What follows belongs to an exercise in optimizing a design on an open flow for small area, a short achievable clock period and few clock cycles per item; a production flow would make more cautious choices.
In this exercise RTL edits were held to simulation tests only and were not proved equivalent to the original.
Power is estimated from default activity; no workload was simulated.

--- flow/run.sh ---
#!/bin/bash
export BUFFER_PORTS_ARGS="-buffer_cell sky130_fd_sc_hd__buf_2"
bash standard.sh > standard.log 2>&1
--- standard.sh ---
#!/bin/bash
# synth_recipe.tcl (not shown) runs the flow's synth.tcl, then flattens the netlist and writes it again
# the make line also repeats each setting of config.mk as NAME=value (left out here)
make -C /OpenROAD-flow-scripts/flow DESIGN_CONFIG=/design/flow/config.mk WORK_HOME=/design/flow/orfs CLKGATE_MAP_FILE= SYNTH_SCRIPT=/design/flow/synth_recipe.tcl "${@:-finish}"
--- config.mk ---
export PLATFORM = sky130hd
export DESIGN_NAME = cpu16
export DESIGN_NICKNAME = cpu16
export VERILOG_FILES = /design/flow/design.v
export SDC_FILE = /design/flow/constraint.sdc
export NUM_CORES = 4
export LEC_CHECK = 0
export CAP_MARGIN = 20
export CORE_MARGIN = 2
export CORE_UTILIZATION = 25
export PLACE_DENSITY = 0.45
export SETUP_SLACK_MARGIN = 2.0
export SLEW_MARGIN = 20
--- constraint.sdc ---
create_clock -name core_clock -period 8.0 [get_ports {clk}]
set_input_delay 1.6000 -clock core_clock [delete_from_list [all_inputs] [get_ports {clk}]]
set_output_delay 1.6000 -clock core_clock [all_outputs]
set_load 0.01 [all_outputs]
--- design.v ---
module cpu16 (
    input  wire         clk,
    input  wire         rst,           
    input  wire [15:0]  reset_pc,
    input  wire [15:0]  reset_sp,
    input  wire         step_valid,
    input  wire         step_irq,      
    input  wire [7:0]   step_vector,
    output wire         step_ready,
    output wire         step_done,
    output wire [127:0] regs,          
    output wire [15:0]  sr_out,
    output wire         halted,
    output wire [1:0]   fault_kind,
    output wire [15:0]  fault_pc,
    output wire [16:0]  fault_info,
    output reg          mem_req,
    output reg          mem_we,
    output reg  [15:0]  mem_addr,
    output reg  [15:0]  mem_wdata,
    output reg  [1:0]   mem_be,
    input  wire [15:0]  mem_rdata,
    input  wire         mem_ready
);
    localparam [1:0] F_ILLEGAL = 2'd1, F_RANGE = 2'd2, F_IMMUTABLE = 2'd3;
    localparam [3:0] M_IDLE  = 4'd0,  M_EX    = 4'd1,  M_MV2   = 4'd2,  M_MV3   = 4'd3;
    localparam [3:0] M_MV3F  = 4'd4,  M_PUSHW = 4'd5,  M_POPW  = 4'd6,  M_POP6  = 4'd7;
    localparam [3:0] M_NOTW  = 4'd8,  M_JSRW  = 4'd9,  M_RTE2  = 4'd10, M_INTPC = 4'd11;
    localparam [3:0] M_INTSR = 4'd12, M_INTV  = 4'd13, M_WB    = 4'd14;
    localparam [3:0] M_BRX   = 4'd15;
    localparam [3:0] A_ADD = 4'd0, A_SUB = 4'd1, A_LSL = 4'd2, A_LSR = 4'd3;
    localparam [3:0] A_AND = 4'd4, A_OR  = 4'd5, A_XOR = 4'd6, A_NOT = 4'd7;
    localparam [3:0] A_MOV = 4'd8;
    reg [127:0] rf;
    reg [15:0]  sr;
    reg [15:0]  ir;         
    reg [15:0]  t;          
    reg [3:0]   ms;
    reg [1:0]   fkind;
    reg         done_r;
    reg         fbad;       
    reg [1:0]   mvhl;       
    wire        hlt = |fkind;
    wire [15:0] r6  = rf[111:96];
    wire [15:0] r7  = rf[127:112];
    reg  st_idle, st_ex, st_mv2;      
    wire [4:0] op = ir[15:11];
    function [15:0] decr(input [15:0] x, input a2, input a4);
        reg c;
        integer i, j;
        begin
            decr[0] = x[0];
            decr[1] = x[1] ^ a2;
            for (i = 2; i < 16; i = i + 1) begin
                c = 1'b1;
                for (j = 2; j < i; j = j + 1)
                    c = c & !x[j];
                decr[i] = x[i] ^ (c & (a4 | (a2 & !x[1])));
            end
        end
    endfunction
    localparam integer PD_W = 25;
    function [PD_W-1:0] predec(input [15:0] w);
        reg [4:0] o;
        reg mv, f2, f0, ill;
        reg [2:0] am, dmd;
        begin
            o  = w[15:11];
            mv = (o == 5'd0);
            f2 = (o >= 5'd3) && (o <= 5'd10);
            f0 = (o == 5'd28) || (o == 5'd30);
            if (o == 5'd31)
                ill = 1'b1;
            else if (f0)
                ill = (w[10:0] != 11'd0);
            else if (f2)
                ill = (w[7:5] > 3'd5) || (!w[7] && (w[4:3] != 2'd0));
            else if (mv)
                ill = (!w[10] && !w[9]) || (w[8:6] > 3'd5) || (w[5:3] > 3'd5) ||
                      (w[5:3] == 3'd4) || (w[8] && w[5]);
            else
                ill = (w[10:8] > 3'd5) || (!w[10] && (w[7:3] != 5'd0)) ||
                      ((o == 5'd29) && (w[10:8] != 3'd4));
            am  = mv ? w[8:6] : (f2 ? w[7:5] : w[10:8]);
            dmd = mv ? w[5:3] : w[10:8];
            predec = {
                mv,                                               
                (o == 5'd1),                                      
                (o == 5'd2),                                      
                f2,                                               
                (o == 5'd4),                                      
                (o == 5'd11),                                     
                (o >= 5'd12) && (o <= 5'd25),                     
                (o == 5'd26) || (o == 5'd27),                     
                (o == 5'd28),                                     
                (o == 5'd30),                                     
                ((o >= 5'd12) && (o <= 5'd17)) || (o == 5'd24) || (o == 5'd26),  
                ill,                                              
                am,                                               
                dmd,                                              
                f2 ? w[10:8] : w[2:0],                            
                (am == 3'd1) || (am == 3'd3),                     
                (am == 3'd0) || (am == 3'd4),                     
                2'b00};
        end
    endfunction
    reg  [PD_W-1:0] pd;
    reg  [2:0]      ra_r;    
    reg  [15:0]     tgt_r;   
    reg  [7:0]      ra_oh, rd_oh;
    wire c_move = pd[24];
    wire c_push = pd[23];
    wire c_pop  = pd[22];
    wire c_f2   = pd[21];
    wire c_cmp  = pd[20];
    wire c_not  = pd[19];
    wire c_br   = pd[18];
    wire c_sub  = pd[17];
    wire c_rts  = pd[16];
    wire c_rte  = pd[15];
    wire c_rel  = pd[14];
    wire illegal1 = pd[13];
    wire [2:0] amode = pd[12:10];
    wire [2:0] dmode = pd[9:7];
    wire [2:0] rd    = pd[6:4];
    wire       sfx   = pd[3];
    wire       am_nb = pd[2];
    wire [2:0] ra    = ra_r;
    wire       mv_h = ir[10];
    wire       mv_l = ir[9];
    wire [2:0] sm   = ir[8:6];
    wire [2:0] dm   = ir[5:3];
    wire ext_illegal = !sm[2] && !dm[2] && (t[15:3] != 13'd0);
    wire [15:0] abs_s = c_f2 ? {11'd0, ir[4:0]} : {8'd0, ir[7:0]};
    wire [15:0] pce = r7;
    wire [15:0] r7_arch = decr(r7, st_ex, st_mv2);
    wire pce_ffff = (r7 == 16'hFFFF);
    reg  [15:0] A, D;
    integer m;
    always @(*) begin
        A = {16{ra_oh[7]}} & pce;
        D = {16{rd_oh[7]}} & pce;
        for (m = 0; m < 7; m = m + 1) begin
            A = A | ({16{ra_oh[m]}} & rf[16*m +: 16]);
            D = D | ({16{rd_oh[m]}} & rf[16*m +: 16]);
        end
    end
    wire        a_m4 = (amode == 3'd1) && c_push && (ra == 3'd6);
    wire [15:0] Aadj = addc(A, amode == 3'd1, a_m4);
    wire [15:0] Dadj = addc(D, dmode == 3'd1, 1'b0);
    wire [15:0] spm2 = addc(r6, 1'b1, 1'b0);
    wire [15:0] spp2 = addc(r6, 1'b0, 1'b0);
    function [15:0] addc(input [15:0] x, input dec, input m4);
        reg [15:0] p;
        reg c;
        integer i, j;
        begin
            p = x ^ {16{dec}};
            addc[0] = x[0];
            addc[1] = x[1] ^ !m4;
            for (i = 2; i < 16; i = i + 1) begin
                c = 1'b1;
                for (j = 2; j < i; j = j + 1)
                    c = c & p[j];
                addc[i] = x[i] ^ (c & (m4 | p[1]));
            end
        end
    endfunction
    reg [7:0] e0001, e0003, efffd, effff;
    integer q;
    always @(*) begin
        for (q = 0; q < 7; q = q + 1) begin
            e0001[q] = (rf[16*q +: 16] == 16'h0001);
            e0003[q] = (rf[16*q +: 16] == 16'h0003);
            efffd[q] = (rf[16*q +: 16] == 16'hFFFD);
            effff[q] = (rf[16*q +: 16] == 16'hFFFF);
        end
        e0001[7] = (r7 == 16'h0001);
        e0003[7] = (r7 == 16'h0003);
        efffd[7] = (r7 == 16'hFFFD);
        effff[7] = pce_ffff;
    end
    wire a_0001 = e0001[ra];
    wire a_ffff = effff[ra];
    wire a_0003 = e0003[ra];
    wire d_0001 = e0001[rd];
    wire d_0003 = e0003[rd];
    wire d_fffd = efffd[rd];
    wire d_ffff = effff[rd];
    wire sp_0001 = (r6 == 16'h0001);
    wire sp_0003 = (r6 == 16'h0003);
    wire sp_fffd = (r6 == 16'hFFFD);
    wire sp_ffff = (r6 == 16'hFFFF);
    wire t_ffff = (t == 16'hFFFF);
    localparam integer AS_PCE = 0, AS_AADJ = 1, AS_A = 2, AS_DADJ = 3, AS_D = 4;
    localparam integer AS_SPM2 = 5, AS_SP = 6, AS_ABS = 7, AS_T = 8, AS_IR = 9, AS_TGT = 10;
    localparam integer SS_A = 0, SS_IMM = 1, SS_T = 2, SS_RD = 3, SS_SPM2 = 4;
    localparam integer DS_D = 0, DS_R7 = 1, DS_M2 = 2;
    wire [10:0] src_as = (amode == 3'd1) ? (11'd1 << AS_AADJ) :
                         (amode == 3'd5) ? (c_move ? (11'd1 << AS_T) : (11'd1 << AS_ABS)) :
                                           (11'd1 << AS_A);
    wire       src_bad = (amode == 3'd1) ? a_0001 : (amode == 3'd5) ? (c_move && t_ffff) : a_ffff;
    wire fc = sr[0], fz = sr[1], fn = sr[2];
    wire lt = fn ^ fc;
    reg  cond;
    always @(*) begin
        case (op)
            5'd12, 5'd18: cond = fz;
            5'd13, 5'd19: cond = !fz;
            5'd14, 5'd20: cond = lt;
            5'd15, 5'd21: cond = !lt;
            5'd16, 5'd22: cond = fz || lt;
            5'd17, 5'd23: cond = !fz && !lt;
            default:      cond = 1'b1;
        endcase
    end
    wire [2:0] tgt_ds = c_rel ? (3'd1 << DS_R7) : 3'd0;
    reg [3:0] f2_op;
    always @(*) begin
        case (op)
            5'd3:       f2_op = A_ADD;
            5'd4, 5'd5: f2_op = A_SUB;
            5'd6:       f2_op = A_LSL;
            5'd7:       f2_op = A_LSR;
            5'd8:       f2_op = A_AND;
            5'd9:       f2_op = A_OR;
            default:    f2_op = A_XOR;
        endcase
    end
    function [13:0] dpc(input [3:0] st, input [PD_W-1:0] p, input [15:0] w, input [2:0] rs);
        reg [4:0] ss_;
        reg [2:0] ds_, am;
        reg [3:0] ao, f2o;
        reg md, hs, nb, rl;
        begin
            am = p[12:10]; nb = p[2]; rl = p[14];
            case (w[15:11])
                5'd3:       f2o = A_ADD;
                5'd4, 5'd5: f2o = A_SUB;
                5'd6:       f2o = A_LSL;
                5'd7:       f2o = A_LSR;
                5'd8:       f2o = A_AND;
                5'd9:       f2o = A_OR;
                default:    f2o = A_XOR;
            endcase
            ss_ = 5'd1 << SS_RD; ds_ = 3'd1 << DS_D; ao = A_MOV; md = 1'b0; hs = 1'b0;
            case (st)
                M_EX: begin
                    if (p[24]) begin
                    end else if (p[21] || p[18]) begin
                        if (nb) ss_ = (am == 3'd0) ? (5'd1 << SS_A) : (5'd1 << SS_IMM);
                        if (p[21]) begin
                            ao = nb ? f2o : A_MOV;
                        end else begin
                            ao  = rl ? A_ADD : A_MOV;
                            ds_ = rl ? (3'd1 << DS_R7) : 3'd0;
                        end
                    end else if (p[17]) begin
                        ao  = rl ? A_ADD : A_MOV;
                        ds_ = rl ? (3'd1 << DS_R7) : 3'd0;
                        if (nb) ss_ = (am == 3'd0) ? (5'd1 << SS_A) : (5'd1 << SS_IMM);
                    end else if (p[23]) begin
                        if (nb) ss_ = (am == 3'd4) ? (5'd1 << SS_IMM) :
                                      (rs == 3'd6)  ? (5'd1 << SS_SPM2) : (5'd1 << SS_A);
                    end else if (p[19]) begin
                        ao = A_NOT;
                        if (am == 3'd0) ss_ = 5'd1 << SS_A;
                    end
                end
                M_MV2: begin
                    if (!w[5]) begin
                        if (w[8:6] == 3'd0 || w[8:6] == 3'd4) begin
                            ss_ = (w[8:6] == 3'd0) ? (5'd1 << SS_A) : (5'd1 << SS_T);
                            md  = (w[5:3] == 3'd0);
                        end
                    end else if (w[8:6] == 3'd0) begin
                        ss_ = 5'd1 << SS_A;
                    end
                end
                M_MV3, M_MV3F: begin hs = 1'b1; ss_ = 5'd1 << SS_T; end
                M_PUSHW, M_POPW, M_NOTW: ss_ = 5'd1 << SS_T;
                M_WB: begin
                    ss_ = 5'd1 << SS_T;
                    ao  = p[21] ? f2o : A_MOV;
                    md  = p[24];
                end
                M_BRX: begin ss_ = 5'd1 << SS_T; ao = A_ADD; ds_ = 3'd1 << DS_R7; end
                M_JSRW: begin
                    ss_ = 5'd1 << SS_T;
                    ao  = rl ? A_ADD : A_MOV;
                    ds_ = 3'd1 << DS_R7;
                end
                default: ;
            endcase
            dpc = {ss_, ds_, ao, md, hs};
        end
    endfunction
    reg  [13:0] dp_r;
    wire [4:0]  ssr      = dp_r[13:9];
    wire [2:0]  dsr      = dp_r[8:6];
    wire [3:0]  alu_opr  = dp_r[5:2];
    wire        merge_dr = dp_r[1];
    wire        hl_srcr  = dp_r[0];
    reg        b_rd, b_wr;        
    reg [10:0] as;                
    reg [2:0]  ws;                
    reg        b_byte;            
    reg        bad;               
    reg        f_now;
    reg [1:0]  f_kind;
    reg        fin;               
    reg [3:0]  nms;
    reg        slot_ok;           
    reg        wg;  reg [2:0] wgi; reg [2:0] wgd;   
    reg        wsp; reg wspd;                       
    reg        wpcr;                                
    reg        wpcv;                                
    reg        wpcm;                                
    reg [1:0]  wts;                                 
    reg        wfl, wsr;
    reg        wt, wirt, wmv;
    reg [3:0]  alu_op;
    reg [4:0]  ss;
    reg [2:0]  ds;
    reg        merge_d;           
    reg        hl_src;            
    wire [1:0] hl    = hl_srcr ? mvhl : {mv_h, mv_l};
    wire       hl_w  = c_move || hl_srcr;     
    wire       be0   = !hl_w || hl[0];        
    wire       same  = (ra == rd);
    always @(*) begin
        b_rd = 1'b0; b_wr = 1'b0; as = 11'd1 << AS_PCE; ws = 3'b001; b_byte = 1'b0;
        bad = 1'b0; f_now = 1'b0; f_kind = F_RANGE; fin = 1'b0; nms = M_IDLE;
        slot_ok = 1'b0;
        wg = 1'b0; wgi = rd; wgd = 3'b001;
        wsp = 1'b0; wspd = 1'b0; wpcr = 1'b0; wpcv = 1'b0; wpcm = 1'b0; wts = 2'd1;
        wfl = 1'b0; wsr = 1'b0; wt = 1'b0; wirt = 1'b0; wmv = 1'b0;
        alu_op = A_MOV; ss = 5'd1 << SS_RD; ds = 3'd1 << DS_D; merge_d = 1'b0; hl_src = 1'b0;
        case (ms)
            M_IDLE: slot_ok = 1'b1;
            M_EX: begin
                if (c_move) begin
                    b_rd = 1'b1; as = 11'd1 << AS_PCE; bad = pce_ffff;
                    wt = 1'b1;
                    nms = M_MV2;
                end else if (c_f2 || c_br) begin
                    fin = 1'b1;
                    if (am_nb) begin
                        ss = (amode == 3'd0) ? (5'd1 << SS_A) : (5'd1 << SS_IMM);
                    end else begin
                        b_rd = 1'b1; as = src_as; bad = src_bad;
                        wg = sfx; wgi = ra; wgd = 3'b010;
                    end
                    if (c_f2) begin
                        alu_op = f2_op;
                        if (am_nb) begin
                            wg = !c_cmp; wgi = rd; wgd = 3'b001;
                            wfl = 1'b1;
                            slot_ok = !(rd == 3'd7 && !c_cmp);
                        end else begin
                            alu_op = A_MOV;
                            wt = 1'b1;
                            fin = 1'b0; nms = M_WB;
                        end
                    end else begin
                        alu_op = c_rel ? A_ADD : A_MOV;
                        ds = tgt_ds;
                        if (am_nb) begin
                            wpcr = cond;
                            slot_ok = !(cond && c_rel && amode == 3'd0);
                            if (cond)
                                as = c_rel ? (11'd1 << AS_TGT) :
                                     (amode == 3'd4) ? (11'd1 << AS_ABS) : (11'd1 << AS_A);
                        end else if (c_rel) begin
                            wt = 1'b1; wts = 2'd3;
                            fin = 1'b0; nms = M_BRX;
                        end else begin
                            wpcm = cond;
                        end
                    end
                end else if (c_sub) begin
                    alu_op = c_rel ? A_ADD : A_MOV;
                    ds = tgt_ds;
                    if (am_nb) begin
                        ss = (amode == 3'd0) ? (5'd1 << SS_A) : (5'd1 << SS_IMM);
                        b_wr = 1'b1; as = 11'd1 << AS_SPM2; ws = 3'b010; bad = sp_0001;
                        wsp = 1'b1; wspd = 1'b0;
                        wpcr = 1'b1;
                        fin = 1'b1;
                    end else begin
                        b_rd = 1'b1; as = src_as;
                        bad = src_bad ||
                              ((ra == 3'd6 && amode == 3'd1) ? sp_0003 :
                               (ra == 3'd6 && amode == 3'd3) ? sp_ffff : sp_0001);
                        wt = 1'b1; wts = c_rel ? 2'd3 : 2'd1;
                        wg = sfx; wgi = ra; wgd = 3'b010;
                            nms = M_JSRW;
                    end
                end else if (c_push) begin
                    if (am_nb) begin
                        ss = (amode == 3'd4) ? (5'd1 << SS_IMM) :
                             (ra == 3'd6)    ? (5'd1 << SS_SPM2) : (5'd1 << SS_A);
                        b_wr = 1'b1; as = 11'd1 << AS_SPM2; bad = sp_0001;
                        wsp = 1'b1; wspd = 1'b0;
                        wfl = 1'b1;
                        fin = 1'b1;
                    end else begin
                        b_rd = 1'b1;
                        if (amode == 3'd1) begin
                            as = 11'd1 << AS_AADJ; bad = (ra == 3'd6) ? sp_0003 : a_0001;
                        end else if (amode == 3'd5) begin
                            as = 11'd1 << AS_ABS; bad = 1'b0;
                        end else begin
                            as = (ra == 3'd6) ? (11'd1 << AS_SPM2) : (11'd1 << AS_A);
                            bad = (ra == 3'd6) ? sp_0001 : a_ffff;
                        end
                        bad = bad || sp_0001;
                        wt = 1'b1;
                        wg = sfx && (ra != 3'd6); wgi = ra; wgd = 3'b010;
                        nms = M_PUSHW;
                    end
                end else if (c_pop) begin
                    if (amode == 3'd4) begin
                        f_now = 1'b1; f_kind = sp_ffff ? F_RANGE : F_IMMUTABLE;
                    end else if (amode == 3'd0) begin
                        b_rd = 1'b1; as = 11'd1 << AS_SP; bad = sp_ffff;
                        wt = 1'b1;
                        wsp = (rd != 3'd6); wspd = 1'b1;
                        nms = M_WB;
                    end else begin
                        b_rd = 1'b1; as = 11'd1 << AS_SP;
                        bad = sp_ffff || ((amode == 3'd1) ? d_0001 : (amode == 3'd5) ? 1'b0 : d_ffff);
                        wt = 1'b1;
                        nms = M_POPW;
                    end
                end else if (c_not) begin
                    alu_op = A_NOT;
                    if (amode == 3'd0) begin
                        ss = 5'd1 << SS_A;
                        wg = 1'b1; wgi = rd; wgd = 3'b001;
                        wfl = 1'b1;
                        fin = 1'b1;
                        slot_ok = (rd != 3'd7);
                    end else if (amode == 3'd4) begin
                        f_now = 1'b1; f_kind = F_IMMUTABLE;
                    end else begin
                        b_rd = 1'b1; as = src_as; bad = src_bad;
                        wt = 1'b1; wts = 2'd2;
                        wg = (amode == 3'd1); wgi = ra; wgd = 3'b010;
                        nms = M_NOTW;
                    end
                end else if (c_rts) begin
                    b_rd = 1'b1; as = 11'd1 << AS_SP; bad = sp_ffff;
                    wpcm = 1'b1;
                    wsp = 1'b1; wspd = 1'b1;
                    fin = 1'b1;
                end else if (c_rte) begin
                    b_rd = 1'b1; as = 11'd1 << AS_SP; bad = sp_ffff || sp_fffd;
                    wsr = 1'b1;
                    wsp = 1'b1; wspd = 1'b1;
                    nms = M_RTE2;
                end else begin
                    b_wr = 1'b1; as = 11'd1 << AS_SPM2; ws = 3'b010;
                    wsp = 1'b1; wspd = 1'b0;
                    nms = M_INTSR;
                    bad = sp_0001 || sp_0003;
                end
                if (fbad || illegal1) begin
                    f_now = 1'b1; f_kind = fbad ? F_RANGE : F_ILLEGAL;
                    slot_ok = 1'b0;
                end
            end
            M_MV2: begin
                if (!dm[2]) begin
                    if (sm == 3'd0 || sm == 3'd4) begin
                        ss = (sm == 3'd0) ? (5'd1 << SS_A) : (5'd1 << SS_T);
                        wfl = 1'b1;
                        fin = 1'b1;
                        if (dm == 3'd0) begin
                            merge_d = 1'b1;
                            wg = 1'b1; wgi = rd; wgd = 3'b001;
                            slot_ok = (rd != 3'd7);
                        end else begin
                            b_wr = 1'b1; b_byte = 1'b1;
                            as = (dm == 3'd1) ? (11'd1 << AS_DADJ) : (11'd1 << AS_D);
                            bad = ((dm == 3'd1) ? d_0001 : d_ffff) && be0;
                            wg = (dm != 3'd2); wgi = rd; wgd = 3'b100;
                        end
                    end else begin
                        b_rd = 1'b1; as = src_as;
                        wg = sfx; wgi = ra; wgd = 3'b010;
                        if (dm == 3'd0) begin
                            bad = src_bad;
                            wt = 1'b1;
                            nms = M_WB;
                        end else begin
                            bad = src_bad || (be0 &&
                                  ((same && sm == 3'd1) ? ((dm == 3'd1) ? d_0003 : d_0001) :
                                   (same && sm == 3'd3) ? ((dm == 3'd1) ? d_ffff : d_fffd) :
                                                          ((dm == 3'd1) ? d_0001 : d_ffff)));
                            wt = 1'b1;
                            wmv = 1'b1;
                            nms = M_MV3;
                        end
                    end
                end else begin
                    if (sm == 3'd0) begin
                        ss = 5'd1 << SS_A;
                        b_wr = 1'b1; b_byte = 1'b1; as = 11'd1 << AS_T;
                        bad = t_ffff && be0;
                        wfl = 1'b1;
                        fin = 1'b1;
                    end else begin
                        b_rd = 1'b1; as = src_as; bad = src_bad || (t_ffff && be0);
                        wg = sfx; wgi = ra; wgd = 3'b010;
                        wt = 1'b1;
                        wirt = 1'b1; wmv = 1'b1;
                        nms = M_MV3F;
                    end
                end
                if (ext_illegal) begin
                    f_now = 1'b1; f_kind = F_ILLEGAL;
                    slot_ok = 1'b0;
                end
            end
            M_MV3: begin
                hl_src = 1'b1;
                ss = 5'd1 << SS_T;
                b_wr = 1'b1; b_byte = 1'b1;
                as = (dm == 3'd1) ? (11'd1 << AS_DADJ) : (11'd1 << AS_D);
                wg = (dm != 3'd2); wgi = rd; wgd = 3'b100;
                wfl = 1'b1;
                fin = 1'b1;
            end
            M_MV3F: begin
                hl_src = 1'b1;
                ss = 5'd1 << SS_T;
                b_wr = 1'b1; b_byte = 1'b1; as = 11'd1 << AS_IR;
                wfl = 1'b1;
                fin = 1'b1;
            end
            M_PUSHW: begin
                ss = 5'd1 << SS_T;
                b_wr = 1'b1; as = 11'd1 << AS_SPM2;
                wfl = 1'b1;
                if (ra == 3'd6 && amode == 3'd1) begin
                    wg = 1'b1; wgi = 3'd6; wgd = 3'b010;
                end else if (!(ra == 3'd6 && amode == 3'd3)) begin
                    wsp = 1'b1; wspd = 1'b0;
                end
                fin = 1'b1;
            end
            M_POPW: begin
                ss = 5'd1 << SS_T;
                b_wr = 1'b1;
                as = (amode == 3'd1) ? (11'd1 << AS_DADJ) :
                     (amode == 3'd5) ? (11'd1 << AS_ABS) : (11'd1 << AS_D);
                wfl = 1'b1;
                fin = 1'b1;
                if (rd == 3'd6 && amode != 3'd5) begin
                    if (amode == 3'd2) begin
                        wsp = 1'b1; wspd = 1'b1;
                    end else if (amode == 3'd3) begin
                        wg = 1'b1; wgi = 3'd6; wgd = 3'b100;
                        fin = 1'b0; nms = M_POP6;
                    end
                end else begin
                    wg = sfx && (amode != 3'd5); wgi = rd; wgd = 3'b100;
                    wsp = 1'b1; wspd = 1'b1;
                end
            end
            M_WB: begin
                ss = 5'd1 << SS_T;
                alu_op = c_f2 ? f2_op : A_MOV;
                merge_d = c_move;
                wg = !c_cmp; wgi = rd; wgd = 3'b001;
                wfl = 1'b1;
                if (c_pop && rd == 3'd6) begin
                    nms = M_POP6;
                end else begin
                    fin = 1'b1;
                    slot_ok = !(rd == 3'd7 && !c_cmp);
                end
            end
            M_POP6: begin
                wsp = 1'b1; wspd = 1'b1;
                fin = 1'b1;
            end
            M_NOTW: begin
                ss = 5'd1 << SS_T;
                b_wr = 1'b1;
                as = (amode == 3'd5) ? (11'd1 << AS_ABS) : (11'd1 << AS_A);
                wfl = 1'b1;
                wg = (amode == 3'd3); wgi = ra; wgd = 3'b010;
                fin = 1'b1;
            end
            M_BRX: begin
                ss = 5'd1 << SS_T;
                alu_op = A_ADD; ds = 3'd1 << DS_R7;
                wpcr = cond;
                fin = 1'b1;
                slot_ok = !cond;
            end
            M_JSRW: begin
                ss = 5'd1 << SS_T;
                alu_op = c_rel ? A_ADD : A_MOV; ds = 3'd1 << DS_R7;
                b_wr = 1'b1; as = 11'd1 << AS_SPM2; ws = 3'b010;
                wsp = 1'b1; wspd = 1'b0;
                wpcr = 1'b1;
                fin = 1'b1;
            end
            M_RTE2: begin
                b_rd = 1'b1; as = 11'd1 << AS_SP;
                wpcm = 1'b1;
                wsp = 1'b1; wspd = 1'b1;
                fin = 1'b1;
            end
            M_INTPC: begin
                b_wr = 1'b1; as = 11'd1 << AS_SPM2; ws = 3'b010;
                wsp = 1'b1; wspd = 1'b0;
                nms = M_INTSR;
                bad = sp_0001 || sp_0003;
            end
            M_INTSR: begin
                b_wr = 1'b1; as = 11'd1 << AS_SPM2; ws = 3'b100;
                wsp = 1'b1; wspd = 1'b0;
                nms = M_INTV;
            end
            M_INTV: begin
                b_rd = 1'b1; as = 11'd1 << AS_ABS;
                wpcv = 1'b1;
                fin = 1'b1;
            end
            default: ;
        endcase
        if (bad && !f_now) begin
            f_now = 1'b1; f_kind = F_RANGE;
        end
    end
    wire [15:0] imm8 = c_f2 ? {11'd0, ir[4:0]} : c_rel ? {{8{ir[7]}}, ir[7:0]} : {8'd0, ir[7:0]};
    wire [15:0] s = ({16{ssr[SS_A]}}    & A) |
                    ({16{ssr[SS_IMM]}}  & imm8) |
                    ({16{ssr[SS_T]}}    & t) |
                    ({16{ssr[SS_SPM2]}} & spm2);
    wire [15:0] d = ({16{dsr[DS_D]}}    & D) |
                    ({16{dsr[DS_R7]}}   & r7_arch) |
                    16'd0;
    wire        is_sub = (alu_opr == A_SUB);
    wire [16:0] sum    = {1'b0, d} + {1'b0, s ^ {16{is_sub}}} + {16'd0, is_sub};
    wire        lsl = (alu_opr == A_LSL);
    wire        sh_big = (s[15:5] != 11'd0) || (s[4] && (s[3:0] != 4'd0));
    reg  [15:0] d_rev;
    integer k;
    always @(*) for (k = 0; k < 16; k = k + 1) d_rev[k] = d[15 - k];
    wire [15:0] sh_in  = lsl ? d_rev : d;
    wire [16:0] sh_out = {sh_in, 1'b0} >> s[4:0];
    reg  [15:0] sh_rev;
    always @(*) for (k = 0; k < 16; k = k + 1) sh_rev[k] = sh_out[16 - k];
    wire [15:0] sh_r = sh_big ? 16'd0 : (lsl ? sh_rev : sh_out[16:1]);
    wire        sh_c = !sh_big && sh_out[0];
    wire mv_hi = !hl_w || hl[1] || !merge_dr;    
    wire mv_lo = !hl_w || hl[0] || !merge_dr;
    reg [3:0] tt_hi, tt_lo;
    always @(*) begin
        case (alu_opr)
            A_AND:   begin tt_hi = 4'b1000; tt_lo = 4'b1000; end
            A_OR:    begin tt_hi = 4'b1110; tt_lo = 4'b1110; end
            A_XOR:   begin tt_hi = 4'b0110; tt_lo = 4'b0110; end
            A_NOT:   begin tt_hi = 4'b0101; tt_lo = 4'b0101; end
            default: begin
                tt_hi = mv_hi ? 4'b1010 : 4'b1100;
                tt_lo = mv_lo ? 4'b1010 : 4'b1100;
            end
        endcase
    end
    reg [15:0] lg;
    always @(*)
        for (k = 0; k < 16; k = k + 1)
            lg[k] = (k >= 8) ? tt_hi[{d[k], s[k]}] : tt_lo[{d[k], s[k]}];
    wire sel_sum = (alu_opr == A_ADD) || is_sub;
    wire sel_sh  = (alu_opr == A_LSL) || (alu_opr == A_LSR);
    wire [15:0] res = sel_sum ? sum[15:0] : sel_sh ? sh_r : lg;
    wire        res_c = sel_sum ? (sum[16] ^ is_sub) : sel_sh ? sh_c : 1'b0;
    wire mv_byte_h = hl_w && hl[1] && !hl[0];
    wire mv_byte_l = hl_w && !hl[1] && hl[0];
    wire z_hi = (res[15:8] == 8'd0);
    wire z_lo = (res[7:0] == 8'd0);
    wire [2:0] flags = {mv_byte_l ? res[7] : res[15],
                        (mv_byte_l || z_hi) && (mv_byte_h || z_lo),
                        res_c};
    wire active = !st_idle;
    wire slot   = !hlt && slot_ok;    
    wire f_req  = !step_irq && !rd_bad;            
    assign step_ready = hlt || (slot && (mem_ready || !f_req));
    wire accept = step_valid && step_ready && !hlt;
    wire [15:0] new_ir = step_irq ? {5'd29, 3'd4, step_vector} : mem_rdata;
    wire [PD_W-1:0] pd_new = predec(new_ir);
    wire rd_bad = (as[AS_PCE]  && pce_ffff) || (as[AS_AADJ] && (a_m4 ? a_0003 : a_0001)) ||
                  (as[AS_A]    && a_ffff)   || (as[AS_DADJ] && d_0001) ||
                  (as[AS_D]    && d_ffff)   || (as[AS_SPM2] && sp_0001) ||
                  (as[AS_SP]   && sp_ffff)  || (as[AS_T]    && t_ffff) ||
                  (as[AS_IR]   && (ir == 16'hFFFF)) || (as[AS_TGT]  && (tgt_r == 16'hFFFF));
    wire [15:0] addr_bus = ({16{as[AS_PCE]}}  & pce) |
                           ({16{as[AS_AADJ]}} & Aadj) |
                           ({16{as[AS_A]}}    & A) |
                           ({16{as[AS_DADJ]}} & Dadj) |
                           ({16{as[AS_D]}}    & D) |
                           ({16{as[AS_SPM2]}} & spm2) |
                           ({16{as[AS_SP]}}   & r6) |
                           ({16{as[AS_ABS]}}  & abs_s) |
                           ({16{as[AS_T]}}    & t) |
                           ({16{as[AS_IR]}}   & ir) |
                           ({16{as[AS_TGT]}}  & tgt_r);
    always @(*) begin
        mem_req   = slot ? (step_valid && f_req) :
                    (active && ((b_rd && !rd_bad) || (b_wr && !f_now)));
        mem_we    = b_wr;
        mem_addr  = addr_bus;
        mem_wdata = ({16{ws[0]}} & s) | ({16{ws[1]}} & pce) | ({16{ws[2]}} & sr);
        mem_be    = (b_byte && hl_w) ? hl : 2'b11;
    end
    wire acc_ok = !(b_rd || b_wr) || mem_ready;
    wire go     = active && !f_now && acc_ok;
    wire [15:0] rd_m2 = mem_rdata - 16'd2;
    wire [15:0] wbus = ({16{wgd[0]}} & res) | ({16{wgd[1]}} & Aadj) | ({16{wgd[2]}} & Dadj);
    wire [15:0] spv = wspd ? spp2 : spm2;
    wire [15:0] r7_p2 = addr_bus + 16'd2;    
    wire [8:0]  tg_lo = {1'b0, addr_bus[7:0]} + {1'b0, mem_rdata[7:0]};
    wire [7:0]  tg_hi = (tg_lo[8] == mem_rdata[7]) ? addr_bus[15:8] :
                        mem_rdata[7] ? addr_bus[15:8] - 8'd1 : addr_bus[15:8] + 8'd1;
    always @(posedge clk)
        tgt_r <= {tg_hi, tg_lo[7:0]};
    wire [15:0] r7_n = rst ? reset_pc :
                       (active && f_now) ? r7_arch :
                       (accept && !step_irq) ? r7_p2 :             
                       !go ? r7 :
                       (st_ex && c_move) ? r7_p2 :                 
                       wpcr ? res :
                       wpcm ? mem_rdata :
                       (wg && wgi == 3'd7) ? wbus :
                       wpcv ? {8'd0, mem_rdata[15:8]} : r7;
    always @(posedge clk)
        rf[127:112] <= r7_n;
    genvar g;
    generate
        for (g = 0; g < 7; g = g + 1) begin : g_rf
            always @(posedge clk) begin
                if (rst) begin
                    if (g == 6) rf[16*g +: 16] <= reset_sp;
                    else             rf[16*g +: 16] <= 16'd0;
                end else if (go) begin
                    if (wg && wgi == g)
                        rf[16*g +: 16] <= wbus;
                    else if (g == 6 && wsp)
                        rf[16*g +: 16] <= spv;
                end
            end
        end
    endgenerate
    always @(posedge clk) begin
        if (accept)
            dp_r <= dpc(step_irq ? M_INTPC : M_EX, pd_new, new_ir, new_ir[2:0]);
        else if (go && !fin)
            dp_r <= dpc(nms, pd, ir, ra_r);
    end
    wire [3:0] ms_n = rst ? M_IDLE :
                      accept ? (step_irq ? M_INTPC : M_EX) :
                      (active && f_now) ? M_IDLE :
                      go ? (fin ? M_IDLE : nms) : ms;
    always @(posedge clk) begin
        ms      <= ms_n;
        st_idle <= (ms_n == M_IDLE);
        st_ex   <= (ms_n == M_EX);
        st_mv2  <= (ms_n == M_MV2);
    end
    always @(posedge clk) begin
        if (rst) begin
            sr     <= 16'd0;
            fkind  <= 2'd0;
            done_r <= 1'b0;
            fbad   <= 1'b0;
        end else begin
            done_r <= 1'b0;
            if (active && f_now) begin
                fkind  <= f_kind;
                done_r <= 1'b1;
            end else if (go) begin
                if (wsr) sr <= mem_rdata;
                else if (wfl) sr[2:0] <= flags;
                if (fin)
                    done_r <= 1'b1;
            end
            if (hlt && step_valid)
                done_r <= 1'b1;
            if (accept)
                fbad <= !step_irq && rd_bad;
        end
    end
    always @(posedge clk) begin
        if (accept) begin
            ir   <= new_ir;
            pd   <= pd_new;
            ra_r <= new_ir[2:0];
            ra_oh <= 8'd1 << new_ir[2:0];
            rd_oh <= 8'd1 << (pd_new[21] ? new_ir[10:8] : new_ir[2:0]);
        end else if (go) begin
            if (wt)   t <= (wts == 2'd0) ? res : (wts == 2'd1) ? mem_rdata :
                             (wts == 2'd2) ? ~mem_rdata : rd_m2;
            if (wirt) ir <= t;
            if (st_ex && c_move && !dm[2]) begin
                ra_r  <= mem_rdata[2:0];
                ra_oh <= 8'd1 << mem_rdata[2:0];
            end
            if (wmv)  mvhl <= {mv_h, mv_l};
        end
    end
    assign regs       = {r7_arch, rf[111:0]};
    assign sr_out     = sr;
    assign halted     = hlt;
    assign fault_kind = fkind;
    assign fault_pc   = hlt ? r7 : 16'd0;
    assign fault_info = {fkind == F_RANGE, fkind[0] ? ir : 16'd0};
    assign step_done  = done_r;
endmodule
==> results.yml, run 1 <==
clock_tree:
  path_clk_slew_ps: 60
  htreeDepth: 2
  hold_buffers: 0
  clock-root-buffer: "clkbuf_16"
  clock_latency_ps: 610
  clock_sink_count: 259
  cts_buffers: 35
  cts_max_path_buffers: 3
  cts_tree: "done"
sta:
  slew_violations: 0
  rsz0062_at_grt: "yes"
  finalSetupTns_ps: 0
  fmax_mhz: 166
  worstMarginPinSlew_ps: 1260
  layout_min_cycle_time_ps: 6040
  relSlewSlack: 0.147
  hold_viol_final: 0
  setup_violations: 0
  finalClockSkew_ps: 47.8
  period_share: 0.755
pwr:
  p_leak_nw: 11.7
  power_density_nw_per_um2: 448
  power.total_mw: 14.0
  peakVddDrop_mv: 0.179
floorplan:
  die_area_um2: 105000
  io_pins: 279
  fp-row-count: 117
  die_h_um: 324
  die_w_um: 324
  initial_core_util: 0.252
  core_area_um2: 102000
global_routing:
  grt.overflow.total: 0
  grt_use_total: 0.314
  grt_max_degree: 72
  antenna_found_initial: 10
  grt_pass1_vias: 28900
  grt_pass1_wl_um: 235000
cells_and_area:
  layout_common_cells: "341 x nor2_1, 280 x nand2_1, 279 x buf_2"
  mostFrequentLayoutCell: "nor2_1"
  syn2layout_area_growth_pct: 21.7
  drive_above_1_share: 0.227
  layout.nets: 3669
  fillCellCount: 11000
route:
  drt_wl_total_um: 171000
  vias: 31600
  drt_iter0_drc: 5154
  drc: 0
  vias_per_cell: 6.37
  firstDrtPassIters: 10
  routedWlPerCell_um: 34.5
  ant_nets: 0
setup_path:
  r2r_start: "rf[99]"
  setup.worst_path.class: "reg2out"
  cp_num_cells: 9
  endpoint_kind: "output port"
  cp_slowest_cell: "a222oi_1"
  cp_cell_sequence: "nor4_2, nand2_1, a211oi_2, nand2_1, and2_1, a222oi_1, clkbuf_4, inv_1, buf_2"
  worstPathArrival_ps: 4440
  crit_family: "simple AND/OR/NAND/NOR gates"
  crit_top_cell: "nand2_1"
  crit_path_max_fanout: 15
  cp-startpoint: "pd[22]"
  worst-path-buf-inv: 3
  crit_path_start_kind: "flip-flop"
  cp_slowest_stage_delay_ps: 860
  r2r_cells: 18
  critPathRequiredTime_ps: 6400
worst_hold_path:
  min_from: "sr[7]"
  hold_path_class: "reg2reg"
  hold_depth: 2
logic_synthesis:
  postSynthCellCount: 3268
  syn_avg_cell_area_um2: 7.84
  synth_flop_cell: "dfxtp_1"
  synth-edff-count: 120
  ys_async_sr_fraction: 0
  syn_nets: 3367
  synthesis.area_um2: 25600
  seq_area_frac_synth: 0.249
  synth.ff_latch_count: 259
  synth_cell_types: 138
  yosys_warnings: 1
run_status:
  status: "finished clean"
place:
  io_buffer_count: 278
  hpwl_um: 133000
  routabilityCongestion: 1.08
flow_run:
  maxCapViolCount: 0
flip-flops by register name (all words and copies together), names as in the netlist:
name / count
fkind: 2
sr: 16
dp_r: 12
fbad: 1
done_r: 1
st_mv2: 1
tgt_r: 16
ra_r: 3
ir: 16
ra_oh: 8
pd: 23
mvhl: 2
st_idle: 1
rf: 128
t: 16
rd_oh: 8
st_ex: 1
ms: 4
worst paths after layout:
check | slack, ps | to
worst min-delay path | 530 | sr[7]
worst max-delay path | 1960 | mem_wdata[8]
worst min register to register | 530 | sr[7]
worst max register to register | 2020 | sr[1]
per-stage QoR:
stage,setup WS (ps),hold slack [ps],cells,cell area (um^2),util
final,1960,533,4965,31200,0.307
after global routing,1830,559,4964,31200,0.307
after CTS,2000,536,4853,30000,0.295
after detailed placement,1400,517,4750,28400,0.279
after global placement,1350,510,4748,28400,0.279
after floorplan,2710,481,3268,25600,-
where the power goes:
part	switching, mW	internal (mW)
logic	6.85	3.25
registers	0.560	1.74
clock network	0.727	0.857
total	8.14	5.85
cell type report:
cell class	count	area (um^2)	area share
Inverter	98	373	0.0120
Clock inverter	26	206	0.00662
Sequential cell	259	6390	0.205
Tap cell	1368	1710	0.0549
Timing Repair Buffer	536	3490	0.112
Clock buffer	37	893	0.0286
Multi-Input combinational cell	2640	18100	0.581
Antenna cell	1	2.50	0.0000802
cells in the mapped netlist, types with 78 or more instances:
library cell / n / area share
nand4_1: 105 / 0.026
mux2i_1: 117 / 0.046
o21ai_0: 146 / 0.029
nor2_1: 348 / 0.051
a22oi_1: 175 / 0.051
clkbuf_1: 156 / 0.023
xnor2_1: 87 / 0.030
a211oi_1: 78 / 0.023
buf_2: 81 / 0.016
dfxtp_1: 139 / 0.11
inv_1: 92 / 0.013
nand2_1: 282 / 0.041
a21oi_1: 175 / 0.034
edfxtp_1: 120 / 0.14
metal layers:
layer | up-vias | track usage | part of all wire
met5 | - | 0 | 0.00096
met4 | 16 | 0.188 | 0.077
met3 | 666 | 0.0832 | 0.12
met2 | 2472 | 0.478 | 0.43
met1 | 15300 | 0.397 | 0.38
li1 | 13200 | - | -
worst reg2reg max path: stages, from the launching register on:
cell      delay [ps]
edfxtp_1         630
or4_4            700
o21a_1           250
o21ai_0          360
nand2_1          440
xnor2_1          250
ha_1             370
or2_2            300
a41oi_1          240
o31ai_1          150
a21o_1           210
a21oi_1          230
xnor2_1          130
a211oi_1         300
a211oi_2         130
buf_4            210
nor4_1           340
a41oi_1          310
o32ai_1          310
repair_timing:
item,in CTS,in global routing
setup endpoints to repair,63,35
pin swaps,15,11
resized for setup,34,45
setup buffers,40,109
kinds of logic after synthesis:
kind of cell,Yosys count,share of synthesized area
buffers and inverters,369,0.0625
flip-flops,259,0.249
AND/OR/NAND/NOR,1247,0.256
adder cells (fa/ha/maj),39,0.0198
multiplexers,143,0.0599
XOR/XNOR,137,0.0471
AO/OA/AOI/OAI,1074,0.305
Testbench counts, summed over its fixed seeds: cycles 92,534, steps 54,336.
==> inputs of run 2 (changes only) <==
--- a/design.v
+++ b/design.v
@@ -44,6 +44,7 @@
     wire [15:0] r6  = rf[111:96];
     wire [15:0] r7  = rf[127:112];
     reg  st_idle, st_ex, st_mv2;      
+    reg  st_wb, st_brx;
     wire [4:0] op = ir[15:11];
     function [15:0] decr(input [15:0] x, input a2, input a4);
         reg c;
@@ -59,7 +60,7 @@
             end
         end
     endfunction
-    localparam integer PD_W = 25;
+    localparam integer PD_W = 27;
     function [PD_W-1:0] predec(input [15:0] w);
         reg [4:0] o;
         reg mv, f2, f0, ill;
@@ -84,6 +85,9 @@
             am  = mv ? w[8:6] : (f2 ? w[7:5] : w[10:8]);
             dmd = mv ? w[5:3] : w[10:8];
             predec = {
+                !(f2 && w[10:8] == 3'd7 && o != 5'd4) && !(o == 5'd2 && w[2:0] == 3'd6) &&
+                !(o == 5'd2 && w[2:0] == 3'd7) && !(mv && w[2:0] == 3'd7),
+                mv && (w[8:6] == 3'd0 || w[8:6] == 3'd4) && (w[5:3] == 3'd0) && (w[2:0] != 3'd7),
                 mv,                                               
                 (o == 5'd1),                                      
                 (o == 5'd2),                                      
@@ -101,7 +105,10 @@
                 f2 ? w[10:8] : w[2:0],                            
                 (am == 3'd1) || (am == 3'd3),                     
                 (am == 3'd0) || (am == 3'd4),                     
-                2'b00};
+                (f2 && (am == 3'd0 || am == 3'd4) && !(w[10:8] == 3'd7 && o != 5'd4)) ||
+                ((o >= 5'd12) && (o <= 5'd25) && (am == 3'd0 || am == 3'd4)) ||
+                ((o == 5'd11) && am == 3'd0 && w[2:0] != 3'd7),
+                (((o >= 5'd12) && (o <= 5'd17)) || (o == 5'd24)) && am == 3'd0};
         end
     endfunction
     reg  [PD_W-1:0] pd;
@@ -689,7 +696,12 @@
                         (mv_byte_l || z_hi) && (mv_byte_h || z_lo),
                         res_c};
     wire active = !st_idle;
-    wire slot   = !hlt && slot_ok;    
+    wire slot_f = st_idle ||
+                  (st_ex && !fbad && !illegal1 && pd[1] && !(cond && pd[0])) ||
+                  (st_mv2 && pd[25] && !ext_illegal) ||
+                  (st_wb && pd[26]) ||
+                  (st_brx && !cond);
+    wire slot   = !hlt && slot_f;
     wire f_req  = !step_irq && !rd_bad;            
     assign step_ready = hlt || (slot && (mem_ready || !f_req));
     wire accept = step_valid && step_ready && !hlt;
@@ -772,6 +784,8 @@
         st_idle <= (ms_n == M_IDLE);
         st_ex   <= (ms_n == M_EX);
         st_mv2  <= (ms_n == M_MV2);
+        st_wb   <= (ms_n == M_WB);
+        st_brx  <= (ms_n == M_BRX);
     end
     always @(posedge clk) begin
         if (rst) begin
==> run 2 against run 1 <==
Register-to-register slack about the same; cell count up 1.1%; non-clock buffer count up 40.
==> results.yml, run 2 <==
clock_tree:
  cts_max_path_buffers: 3
  clock_latency_ps: 600
  path_clk_slew_ps: 60
  hold_buffers: 0
  cts_tree: "done"
  clock_sink_count: 265
  htreeDepth: 2
  cts_buffers: 36
  clock-root-buffer: "clkbuf_16"
setup_path:
  endpoint_kind: "output port"
  setup.worst_path.class: "reg2out"
  crit_family: "simple AND/OR/NAND/NOR gates"
  cp_slowest_cell: "edfxtp_1"
  crit_path_max_fanout: 9
  worst-path-buf-inv: 3
  cp_slowest_stage_delay_ps: 540
  worstPathArrival_ps: 4420
  critPathRequiredTime_ps: 6400
  cp_cell_sequence: "buf_6, a22oi_1, and4_1, nand4_1, mux2i_2, and3_1, o21ai_0, xor2_1, nor2_1, nor3_2, inv_1, buf_2"
  crit_path_start_kind: "flip-flop"
place:
  routabilityCongestion: 1.06
  hpwl_um: 136000
  io_buffer_count: 278
route:
  routedWlPerCell_um: 35.9
  vias_per_cell: 6.42
  drt_wl_total_um: 180000
  drt_iter0_drc: 5347
  ant_nets: 0
  firstDrtPassIters: 12
  vias: 32200
  drc: 0
floorplan:
  die_w_um: 322
  io_pins: 279
  die_area_um2: 104000
  core_area_um2: 100000
  initial_core_util: 0.253
  fp-row-count: 116
  die_h_um: 322
cells_and_area:
  top_register: "rf"
  drive_above_1_share: 0.217
  layout.nets: 3732
  top_regs: "rf x128, pd x27"
  layout_common_cells: "368 x nor2_1, 287 x buf_4, 277 x buf_2"
  mostFrequentLayoutCell: "nor2_1"
  largest_reg_flops: 128
  syn2layout_area_growth_pct: 23.6
sta:
  fmax_mhz: 166
  relSlewSlack: 0.102
  finalClockSkew_ps: 40.2
  finalSetupTns_ps: 0
  hold_viol_final: 0
  slew_violations: 0
  worstMarginPinSlew_ps: 1330
  setup_violations: 0
  rsz0062_at_grt: "yes"
  layout_min_cycle_time_ps: 6020
  period_share: 0.753
global_routing:
  grt_pass1_wl_um: 245000
  antenna_found_initial: 10
  grt_pass1_vias: 29500
  grt_max_degree: 60
  grt.overflow.total: 0
  grt_use_total: 0.333
logic_synthesis:
  synth.most_common_cell: "nor2_1"
  synth-edff-count: 124
  seq_area_frac_synth: 0.258
  syn_avg_cell_area_um2: 7.66
  synthesis.area_um2: 25300
  synth_top_family_by_area: "compound AO/OA/AOI/OAI gates"
  postSynthCellCount: 3304
  ys_async_sr_fraction: 0
  synthMuxAreaShare: 0.0551
  synth.area.top_cells: "edfxtp_1 15%, dfxtp_1 11%, nor2_1 5.5%"
  synth_commonest_cells: "372 x nor2_1, 258 x nand2_1, 238 x clkbuf_1"
  synthAdderAreaFrac: 0.0197
  synth_xor_area_frac: 0.0521
  synthSimpleGateAreaFrac: 0.259
  synth_compound_area_frac: 0.298
  synth_cell_types: 105
  synth.top_cell.area_share: 0.147
  yosys_warnings: 1
  yosysTopAreaCell: "edfxtp_1"
  synth_flop_cell: "dfxtp_1"
  syn_nets: 3403
  synth.ff_latch_count: 265
pwr:
  swShare: 0.587
  peakVddDrop_mv: 0.226
  power.total_mw: 14.0
  p_switching_mw: 8.19
  power_frac_comb: 0.721
  p_leak_nw: 11.7
  seqPwrFrac: 0.166
  pwr-share-clk: 0.113
  internal_power_mw: 5.77
  power_density_nw_per_um2: 446
run_status:
  status: "finished clean"
flow_run:
  maxCapViolCount: 0
worst_hold_path:
  hold_path_class: "reg2reg"
## run 2: cell count changes after synthesis, moves of 19 or more
cell / delta
nor2_1: +24
clkbuf_1: +82
nand3_1: +20
o21ai_0: +22
buf_2: -57
nand2_1: -24
a211oi_1: +19
## run 2: area by class of cell
| type | count | area (um^2) |
|---|---|---|
| antenna | 5 | 12.5 |
| sequential | 265 | 6550 |
| timing repair buffer | 576 | 3750 |
| fill | 10900 | 69000 |
| multi-input combinational | 2670 | 17900 |
| inverter | 84 | 317 |
| tap | 1357 | 1700 |
| clock buffer | 47 | 983 |
| clock inverter | 14 | 115 |
## run 2: logic make-up (layout without fill, tap and decap cells)
group | after synthesis | count (layout)
flip-flops | 265 | 265
multiplexers | 129 | 129
buffers and inverters | 369 | 721
XOR/XNOR | 149 | 149
other | 0 | 5
AO/OA/AOI/OAI | 1074 | 1074
AND/OR/NAND/NOR | 1280 | 1280
adder cells (fa/ha/maj) | 38 | 38
## run 2: per-stage QoR
stage	utilization	hold WS [ps]	instance area [um^2]	worst slack [ps]	std cells
after floorplan	-	455	25300	2920	3304
after global placement	0.283	510	28400	1350	4775
after detailed placement	0.283	503	28400	1450	4776
after CTS	0.303	511	30400	1870	4936
after global routing	0.312	533	31300	1840	5013
final	0.312	519	31300	1980	5018
## run 2: repair_timing
item | in CTS | in global routing
pin swaps | 16 | 13
setup buffers | 99 | 77
endpoints found under the setup margin | 71 | 62
gates resized for setup | 25 | 47
## run 2: final timing paths
check	startpoint	to	slack (ps)	depth (start not counted)
worst min-delay path	fbad	fbad	520	2
worst max-delay path	rf[118]	mem_addr[14]	1980	12
worst min register to register	fbad	fbad	520	2
worst max register to register	rf[113]	rf[110]	2030	21
## run 2: worst min-delay path, stage by stage (launching register included)
cell and delay, ps:
dfxtp_1 350, nand2_1 70, a21oi_1 50
## run 2: per-layer routing
layer | GRT usage | wire length, um
met5 | 0 | 23
met4 | 0.197 | 13200
met3 | 0.0907 | 21500
met2 | 0.484 | 73900
met1 | 0.438 | 71400
## run 2: power by group through the flow
stage / Clock, mW / Combinational [mW] / Sequential (mW)
floorplan: 0 / 5.14 / 1.95
global placement: 0 / 8.80 / 2.55
detailed placement: 0 / 8.71 / 2.55
CTS: 1.61 / 9.23 / 2.37
global route: 1.65 / 10.3 / 2.31
finish: 1.58 / 10.1 / 2.32
Testbench counts of run 2, summed over its fixed seeds: cycles 92,534, steps 54,336.

==> re-timing with driven ports <==
The results above use ideal ports. As a check the final layouts listed here were re-extracted and re-timed, cells and wires unchanged.
Step 1 (the two cells are an assumption about what drives the block):
set clk [get_ports {clk}]
set_driving_cell -lib_cell sky130_fd_sc_hd__clkbuf_16 $clk
set_driving_cell -lib_cell sky130_fd_sc_hd__buf_2 [delete_from_list [all_inputs] $clk]
Step 2 adds t to the input delays and takes it off the output delays; t is the mean of the earliest and latest rising clock arrival at the registers after step 1. Input paths then give back, and output paths get back, about the clock's delay inside the block.
Slacks: ideal / step 1 / step 2; pairs: ideal / step 1.
run | t (ns) | setup WS [ns] | hold WS [ns] | worst data-port slew with drivers (ns)
run 1 | 0.651 | 1.962 / 1.894 / 2.019 | 0.533 / 0.533 / 0.533 | 0.05
run 2 | 0.645 | 1.978 / 1.909 / 2.034 | 0.519 / 0.519 / 0.519 | 0.05
After both steps setup and hold are still met in every run listed.
